Source: an optimization exercise on an open RTL-to-GDS flow (aim: small area). Production flows keep margins and buffers that such runs may drop. Function was checked by simulation only, so behaviour that the tests miss may differ from the original. Power figures rest on the tool's default switching activity, not on a simulated workload.

--- flow/run.sh ---
#!/bin/bash
# synth_recipe.tcl (not shown) runs the flow's synth.tcl, then flattens the netlist and writes it again
# the make line also repeats each setting of config.mk as NAME=value (left out here)
make -C /OpenROAD-flow-scripts/flow DESIGN_CONFIG=/design/flow/config.mk WORK_HOME=/design/flow/orfs CLKGATE_MAP_FILE= SYNTH_SCRIPT=/design/flow/synth_recipe.tcl finish
--- flow/config.mk ---
export PLATFORM = sky130hd
export DESIGN_NAME = es51986_decoder
export DESIGN_NICKNAME = es51986_decoder
export VERILOG_FILES = /design/flow/design.v
export SDC_FILE = /design/flow/constraint.sdc
export NUM_CORES = 4
export LEC_CHECK = 0
export CAP_MARGIN = 20
export CORE_MARGIN = 2
export CORE_UTILIZATION = 40
export PLACE_DENSITY = 0.6
export SLEW_MARGIN = 20
--- flow/constraint.sdc ---
create_clock -name core_clock -period 8.5 [get_ports {clk}]
set_input_delay 1.7000 -clock core_clock [delete_from_list [all_inputs] [get_ports {clk}]]
set_output_delay 1.7000 -clock core_clock [all_outputs]
set_load 0.01 [all_outputs]
--- flow/design.v ---
module es_func_table (
    input  wire [7:0] b,
    output reg        valid,
    output reg  [3:0] code
);
    always @* begin
        valid = 1'b1;
        code  = 4'd0;
        case (b)
            8'h30: code = 4'd3;    
            8'h31: code = 4'd7;    
            8'h32: code = 4'd8;    
            8'h33: code = 4'd5;    
            8'h34: code = 4'd10;   
            8'h35: code = 4'd6;    
            8'h36: code = 4'd9;    
            8'h38: code = 4'd13;   
            8'h39: code = 4'd4;    
            8'h3A: code = 4'd14;   
            8'h3B: code = 4'd0;    
            8'h3C: code = 4'd12;   
            8'h3D: code = 4'd1;    
            8'h3E: code = 4'd11;   
            8'h3F: code = 4'd2;    
            default: valid = 1'b0;
        endcase
    end
endmodule
module es_frame_decode (
    input  wire [3:0]  len,
    input  wire [71:0] frame,
    output reg         is_err,
    output reg  [29:0] payload
);
    wire [7:0] b0 = frame[ 7: 0];
    wire [7:0] b1 = frame[15: 8];
    wire [7:0] b2 = frame[23:16];
    wire [7:0] b3 = frame[31:24];
    wire [7:0] b4 = frame[39:32];
    wire [7:0] b5 = frame[47:40];
    wire [7:0] b6 = frame[55:48];
    wire [7:0] b8 = frame[71:64];
    wire range_ok = (b0 >= 8'h30) && (b0 <= 8'h36);
    wire d0_ok    = (b1 >= 8'h30) && (b1 <= 8'h39);
    wire d1_ok    = (b2 >= 8'h30) && (b2 <= 8'h39);
    wire d2_ok    = (b3 >= 8'h30) && (b3 <= 8'h39);
    wire d3_ok    = (b4 >= 8'h30) && (b4 <= 8'h39);
    wire       func_ok;
    wire [3:0] func_code;
    es_func_table u_func (.b(b5), .valid(func_ok), .code(func_code));
    localparam [1:0] E_LEN = 2'd0, E_RANGE = 2'd1, E_FUNC = 2'd2, E_DIGIT = 2'd3;
    always @* begin
        is_err  = 1'b1;
        payload = 30'd0;
        if (len != 4'd9) begin
            payload[1:0] = E_LEN;
            payload[9:2] = {4'd0, len};
        end else if (!range_ok) begin
            payload[1:0] = E_RANGE;
            payload[9:2] = b0;
        end else if (!d0_ok) begin
            payload[1:0] = E_DIGIT;
            payload[9:2] = b1;
        end else if (!d1_ok) begin
            payload[1:0] = E_DIGIT;
            payload[9:2] = b2;
        end else if (!d2_ok) begin
            payload[1:0] = E_DIGIT;
            payload[9:2] = b3;
        end else if (!d3_ok) begin
            payload[1:0] = E_DIGIT;
            payload[9:2] = b4;
        end else if (!func_ok) begin
            payload[1:0] = E_FUNC;
            payload[9:2] = b5;
        end else begin
            is_err          = 1'b0;
            payload[2:0]    = b0[2:0];            
            payload[6:3]    = b4[3:0];          
            payload[10:7]   = b3[3:0];          
            payload[14:11]  = b2[3:0];          
            payload[18:15]  = b1[3:0];          
            payload[22:19]  = func_code;
            payload[23]     = b6[3];            
            payload[24]     = b6[2];            
            payload[25]     = b6[1];            
            payload[26]     = b6[0];            
            payload[27]     = b8[3];            
            payload[28]     = b8[2];            
            payload[29]     = b8[1];            
        end
    end
endmodule
module es_unit_table (
    input  wire [2:0] range_i,
    input  wire [3:0] func_i,
    output reg        hit,
    output reg  [1:0] place,
    output reg  [2:0] prefix,
    output reg  [2:0] base
);
    localparam P_MEGA = 3'd0, P_KILO = 3'd1, P_NONE = 3'd2, P_MILLI = 3'd3,
               P_MICRO = 3'd4, P_NANO = 3'd5;
    localparam B_A = 3'd0, B_V = 3'd1, B_OHM = 3'd2, B_HZ = 3'd3, B_F = 3'd4;
    task automatic set(input [1:0] p, input [2:0] pre, input [2:0] bs);
        begin
            hit = 1'b1; place = p; prefix = pre; base = bs;
        end
    endtask
    always @* begin
        hit = 1'b0; place = 2'd0; prefix = 3'd0; base = 3'd0;
        case (func_i)
            4'd0: case (range_i)         
                3'd0: set(2'd3, P_NONE,  B_V);
                3'd1: set(2'd2, P_NONE,  B_V);
                3'd2: set(2'd1, P_NONE,  B_V);
                3'd3: set(2'd0, P_NONE,  B_V);
                3'd4: set(2'd1, P_MILLI, B_V);
                default: ;
            endcase
            4'd1: case (range_i)         
                3'd0: set(2'd1, P_MICRO, B_A);
                3'd1: set(2'd0, P_MICRO, B_A);
                default: ;
            endcase
            4'd2: case (range_i)         
                3'd0: set(2'd2, P_MILLI, B_A);
                3'd1: set(2'd1, P_MILLI, B_A);
                default: ;
            endcase
            4'd3, 4'd4: case (range_i)   
                3'd0: set(2'd3, P_NONE, B_A);
                3'd1: set(2'd2, P_NONE, B_A);
                default: ;
            endcase
            4'd5: case (range_i)         
                3'd0: set(2'd1, P_NONE, B_OHM);
                3'd1: set(2'd3, P_KILO, B_OHM);
                3'd2: set(2'd2, P_KILO, B_OHM);
                3'd3: set(2'd1, P_KILO, B_OHM);
                3'd4: set(2'd3, P_MEGA, B_OHM);
                3'd5: set(2'd2, P_MEGA, B_OHM);
                3'd6: set(2'd1, P_MEGA, B_OHM);
                default: ;
            endcase
            4'd8: case (range_i)         
                3'd0: set(2'd2, P_NONE, B_HZ);
                3'd1: set(2'd1, P_NONE, B_HZ);
                3'd2: set(2'd3, P_KILO, B_HZ);
                3'd3: set(2'd2, P_KILO, B_HZ);
                3'd4: set(2'd1, P_KILO, B_HZ);
                3'd5: set(2'd3, P_MEGA, B_HZ);
                3'd6: set(2'd2, P_MEGA, B_HZ);
                default: ;
            endcase
            4'd9: case (range_i)         
                3'd0: set(2'd3, P_NANO,  B_F);
                3'd1: set(2'd2, P_NANO,  B_F);
                3'd2: set(2'd1, P_NANO,  B_F);
                3'd3: set(2'd3, P_MICRO, B_F);
                3'd4: set(2'd2, P_MICRO, B_F);
                3'd5: set(2'd1, P_MICRO, B_F);
                3'd6: set(2'd3, P_MILLI, B_F);
                default: ;
            endcase
            default: ;                   
        endcase
    end
endmodule
module es_format_digits (
    input  wire [1:0]  place,
    input  wire [15:0] digits,    
    output reg  [2:0]  len,
    output reg  [39:0] text
);
    integer   i;
    reg [2:0] n_int;              
    reg       started;
    reg [3:0] d;
    always @* begin
        text    = 40'd0;
        len     = 3'd0;
        started = 1'b0;
        n_int   = 3'd4 - {1'b0, place};
        for (i = 0; i < 4; i = i + 1) begin
            d = digits[15 - 4*i -: 4];
            if (i[2:0] == n_int) begin
                text[8*len +: 8] = 8'h2E;           
                len = len + 3'd1;
            end
            if (started || d != 4'd0 || i[2:0] >= n_int - 3'd1) begin
                started = 1'b1;
                text[8*len +: 8] = {4'h3, d};
                len = len + 3'd1;
            end
        end
    end
endmodule
module es_resolver (
    input  wire [2:0]  range_i,
    input  wire [3:0]  func_i,
    input  wire [15:0] digits,
    output wire        valid,
    output wire [1:0]  place,
    output wire [2:0]  prefix,
    output wire [2:0]  base,
    output wire [2:0]  len,
    output wire [39:0] text
);
    wire       hit;
    wire [1:0] t_place;
    wire [2:0] t_prefix, t_base;
    wire [2:0] f_len;
    wire [39:0] f_text;
    es_unit_table u_table (
        .range_i(range_i), .func_i(func_i),
        .hit(hit), .place(t_place), .prefix(t_prefix), .base(t_base)
    );
    es_format_digits u_fmt (
        .place(t_place), .digits(digits), .len(f_len), .text(f_text)
    );
    assign valid  = hit;
    assign place  = hit ? t_place  : 2'd0;
    assign prefix = hit ? t_prefix : 3'd0;
    assign base   = hit ? t_base   : 3'd0;
    assign len    = hit ? f_len    : 3'd0;
    assign text   = hit ? f_text   : 40'd0;
endmodule
module es51986_decoder (
    input  wire        clk,
    input  wire        rst,           
    input  wire        in_valid,
    input  wire [7:0]  in_byte,
    output reg         out_valid,
    output reg         out_is_err,
    output reg  [29:0] out_payload,
    input  wire [2:0]  q_range,
    input  wire [3:0]  q_func,
    input  wire [15:0] q_digits,      
    output reg         res_valid,
    output reg  [1:0]  res_place,
    output reg  [2:0]  res_prefix,
    output reg  [2:0]  res_base,
    output reg  [2:0]  res_len,
    output reg  [39:0] res_text
);
    localparam [7:0] CR = 8'h0D, LF = 8'h0A;
    localparam       S_IDLE = 1'b0, S_AFTER_CR = 1'b1;
    reg        st;
    reg [3:0]  len;
    reg [7:0]  buf_q [0:8];
    wire is_cr   = (in_byte == CR);
    wire is_lf   = (in_byte == LF);
    wire is_data = !is_cr && !is_lf;
    wire full      = (len == 4'd9);
    wire boundary  = in_valid && (is_cr || (is_lf && st == S_IDLE));
    wire append    = in_valid && is_data;
    wire overflow  = append && full;
    wire [71:0] frame;
    genvar g;
    generate
        for (g = 0; g < 9; g = g + 1) begin : g_frame
            assign frame[8*g +: 8] = buf_q[g];
        end
    endgenerate
    wire        dec_is_err;
    wire [29:0] dec_payload;
    es_frame_decode u_dec (
        .len(len), .frame(frame), .is_err(dec_is_err), .payload(dec_payload)
    );
    integer i;
    always @(posedge clk) begin
        for (i = 0; i < 9; i = i + 1) begin
            if (append) begin
                if (full) begin
                    if (i < 8) buf_q[i] <= buf_q[i+1];
                    else       buf_q[i] <= in_byte;
                end else if (len == i[3:0]) begin
                    buf_q[i] <= in_byte;
                end
            end
        end
    end
    always @(posedge clk) begin
        if (rst) begin
            st          <= S_IDLE;
            len         <= 4'd0;
            out_valid   <= 1'b0;
            out_is_err  <= 1'b0;
            out_payload <= 30'd0;
        end else begin
            out_valid   <= 1'b0;
            out_is_err  <= 1'b0;
            out_payload <= 30'd0;
            if (in_valid) begin
                if (is_cr) begin
                    st <= S_AFTER_CR;
                    len <= 4'd0;
                end else if (is_lf) begin
                    st <= S_IDLE;
                    len <= 4'd0;
                end else begin
                    st <= S_IDLE;
                    if (!full)
                        len <= len + 4'd1;
                end
            end
            if (boundary) begin
                out_valid   <= 1'b1;
                out_is_err  <= dec_is_err;
                out_payload <= dec_payload;
            end else if (overflow) begin
                out_valid   <= 1'b1;
                out_is_err  <= 1'b1;
                out_payload <= {20'd0, 8'd10, 2'd0};    
            end
        end
    end
    wire        r_valid;
    wire [1:0]  r_place;
    wire [2:0]  r_prefix, r_base, r_len;
    wire [39:0] r_text;
    es_resolver u_res (
        .range_i(q_range), .func_i(q_func), .digits(q_digits),
        .valid(r_valid), .place(r_place), .prefix(r_prefix), .base(r_base),
        .len(r_len), .text(r_text)
    );
    always @(posedge clk) begin
        res_valid  <= r_valid;
        res_place  <= r_place;
        res_prefix <= r_prefix;
        res_base   <= r_base;
        res_len    <= r_len;
        res_text   <= r_text;
    end
endmodule
==> results by group <==
Synth
  • Seq cells post-synth: 156
  • Synthesized instance count: ~900
  • Top FF cell, synth: dfxtp_1
  • Dominant cells by area after synthesis: edfxtp_1, dfxtp_1, a21o_1
  • Warnings, synthesis: 6
  • Synthesized area per cell: 9.64 um2
  • Top-count cell post-synth: dfxtp_1
  • Synth cell types: around 90
  • Post-synth top area share: between 20% and 30%
  • Synth cell count leaders: dfxtp_1, edfxtp_1, a21o_1
  • Post-synth ARST share: 0%
  • Register area share after synthesis: approximately 44%
  • Leading area contributor after synthesis: edfxtp_1
  • Post-synth EDFFs: 72
  • Post-Syn Area: just under 9000 um2

Die
  • Rows: 53
  • Die Height: roughly 150 um
  • Core area: 21200 um2
  • IO Pins: around 120
  • Die Wd: approximately 150 um
  • Initial Utilization: 41.0%
  • Die area: about 23000 um2

Timing
  • RSZ-0062 raised after global routing: no
  • Relative slew slack: a little over 40%
  • Period Utilization, post-route: between 90% and 100%
  • Clock period minus worst slack: 7920 ps
  • Setup TNS: 0 ps
  • Worst Max-Slew Pin Slew: roughly 860 ps
  • Hold Fails Final Rpt: 0
  • Max Slew Vio Count: 0
  • Finish-stage setup viols: 0
  • Worst Skew: a little under 8 ps
  • Max Clock Freq: roughly 130 MHz

Clock network
  • H-tree levels: 4
  • Clock transition at the registers of the reported paths: roughly 70 ps
  • TritonCTS Buffers: 17
  • Clock buffer depth: 2
  • # Post-CTS Setup Buffers: 0
  • CTS root buffer: clkbuf_16
  • CTS hold repair buffers: 0
  • CTS Sinks: approximately 160
  • Clock latency on the worst-skew pair: between 400 and 500 ps
  • CTS resizes: 0
  • CTS tree: yes

GRT
  • First-pass GRT wire length: about 39 mm
  • GRT overflow: 0
  • Total global-route track usage: between 20% and 30%
  • Largest net degree at the start of global routing: 47
  • Number of global-route vias before repair: 7210
  • Initial antenna violation count: 2

Cells and area
  • Layout area overhead: 22.1%
  • Fill count: 2016
  • Multi-input gate area: between 4000 and 5000 um2
  • Final Non-Filler Cells: approximately 1300
  • Share of layout cells above drive strength 1: about 9.0%
  • NumNets Final: roughly 1100
  • Design Area, Final: 10600 um2
  • Fin util: between 50% and 60%
  • Area occupied by registers: slightly below 4000 um2

Routing
  • Wire per inst: between 15 and 20 um
  • Post-route ant nets: 0
  • Iter 0 DRT Violations: 438
  • DR pass1 iterations: 5
  • Vias: 7311
  • Routed WL: around 25 mm
  • DR DRC count: 0
  • Drt via density: ~5.7

Critical path
  • WP data arrival: ~8300 ps
  • CP endpoint kind: register
  • CP Max Fanout: 13
  • Setup crit start kind: input pin
  • CP max-delay cell: clkdlybuf4s50_1
  • CP Data Required Time: around 8900 ps
  • Cell mode on critical path: ha_1
  • Crit-path max cell delay: about 730 ps
  • Kind of critical path: input pin to register

Run status
  • Outcome: no timing/DRC/antenna violations

Placed design
  • Port Buffers: roughly 110
  • Placed Area: approximately 10000 um2
  • Hpwl dp: ~19 mm
  • DP Cell Count: ~1300
  • GPL Wtd Cong: ~0.96

Run
  • Max cap viols: 0

Pwr
  • Peak supply drop: 0.122 mV
  • Total power: roughly 0.002 W
  • Leakage: ~4.2 nW
  • PwrDens: 192 nW/um2

Worst hold path
  • Worst hold-check path type: register to register
==> routing by layer <==
| layer | GRT usage (%) | vias to the layer above | wire [um] |
|---|---|---|---|
| met5 | 0 | - | 13 |
| met4 | 7.78 | 2 | 586 |
| li1 | - | 3534 | - |
| met2 | 39.3 | 228 | 12600 |
| met1 | 27.6 | 3509 | 10600 |
| met3 | 4.58 | 38 | 1200 |
==> cells by family after synthesis <==
kind of cell	Yosys count	share of synthesized area (%)
AOI/OAI and AO/OA	284	23.2
xor gates and xnor gates	9	0.992
adders and majority gates	35	4.97
buffers and inverters	111	5.83
DFF	156	44.2
muxes	17	2.30
other	2	0.0863
and+or+nand+nor	289	18.5
==> final cells by class <==
cell class / count / share of cell area, %
multi-input cells: 647 / 41.4
inverters: 49 / 1.75
clock buffers: 19 / 4.27
clock inverters: 13 / 1.22
flip-flops and latches: 156 / 36.2
diodes: 1 / 0.0235
well taps: 275 / 3.24
repair buffers: 133 / 11.9
==> sequential cells by signal, summed over array words and instances, names as in the netlist, named ones only <==
signal       flops
res_prefix       3
out_is_err       1
res_base         3
res_valid        1
res_place        2
res_len          3
res_text        30
out_valid        1
buf_q           72
len              4
st               1
out_payload     30
==> power breakdown <==
group          internal, W  switching (W)
sequential        0.000809      0.0000127
combinational     0.000187       0.000277
clock             0.000428       0.000326
total              0.00143       0.000616
==> through the flow <==
step,hold slack (ps),setup slack (ps)
after floorplan,406,432
after global placement,410,313
after detailed placement,414,189
after CTS,431,634
after global routing,445,89.6
final,425,581
==> final timing paths <==
check	from	endpoint	slack (ps)	cells past startpoint
min	register	out_payload[22]	430	1
max	q_range[1]	res_text[34]	580	29
min reg2reg	register	out_payload[22]	430	1
max reg2reg	len[0]	register	5320	10
==> cells in the final DEF, fill, tap and decap left out, drive strengths merged, types with 5 or more instances in the layout <==
| cell type | synthesis | layout |
|---|---|---|
| clkdlybuf4s50 | 0 | 107 |
| dfxtp | 84 | 84 |
| edfxtp | 72 | 72 |
| a21o | 65 | 65 |
| nand2 | 63 | 63 |
| inv | 48 | 54 |
| nor2 | 51 | 51 |
| a21oi | 50 | 50 |
| o21ai | 43 | 43 |
| and2 | 36 | 36 |
| ha | 33 | 33 |
| buf | 28 | 26 |
| nor3 | 26 | 26 |
| nand3 | 21 | 21 |
| clkbuf | 34 | 19 |
| o211ai | 17 | 17 |
| a31oi | 14 | 14 |
| conb | 2 | 13 |
| mux2i | 12 | 12 |
| nor4 | 11 | 11 |
| nor2b | 10 | 10 |
| o21a | 10 | 10 |
| a211oi | 10 | 10 |
| nand3b | 9 | 9 |
| and3 | 9 | 9 |
| o31ai | 8 | 8 |
| nand2b | 8 | 8 |
| a2bb2oi | 8 | 8 |
| or3 | 8 | 8 |
| nand4 | 8 | 8 |
| and4 | 7 | 7 |
| xnor2 | 7 | 7 |
| clkinv | 1 | 7 |
| a311oi | 6 | 6 |
| a22o | 6 | 6 |
| nor3b | 5 | 5 |
| mux2 | 5 | 5 |
==> critical path, delay by kind of cell <==
family          cells  cell delay [ps]
buf+inv             8             1570
simple gates        6             1450
compound gates      6             1070
xor+xnor            1              130
fa+ha+maj           8             2340

-- afterwards: timing with drivers on the ports --
No port has a modelled driver above. Below, the same layout with a new extraction and two added sets of constraints. Step 1 assumes that a clkbuf_16 drives the clock port and a buf_2 every other input. Step 2, shift: input delay + t, output delay - t, t = (earliest + latest rising clock arrival at the registers) / 2. This alone moves slack from input paths to output paths. Slacks: ideal ports / drivers / drivers and shift; pairs: ideal ports / drivers.
t, ns: 0.467
setup slack, ns: 0.581 / 0.604 / 0.138
worst hold slack (ns): 0.425 / 0.425 / 0.425
worst slew at a driven data input, ns: 0.08
After both steps this run still meets setup and hold. The setup slack of this run moves by +0.023 ns with the drivers and by -0.443 ns with both steps.
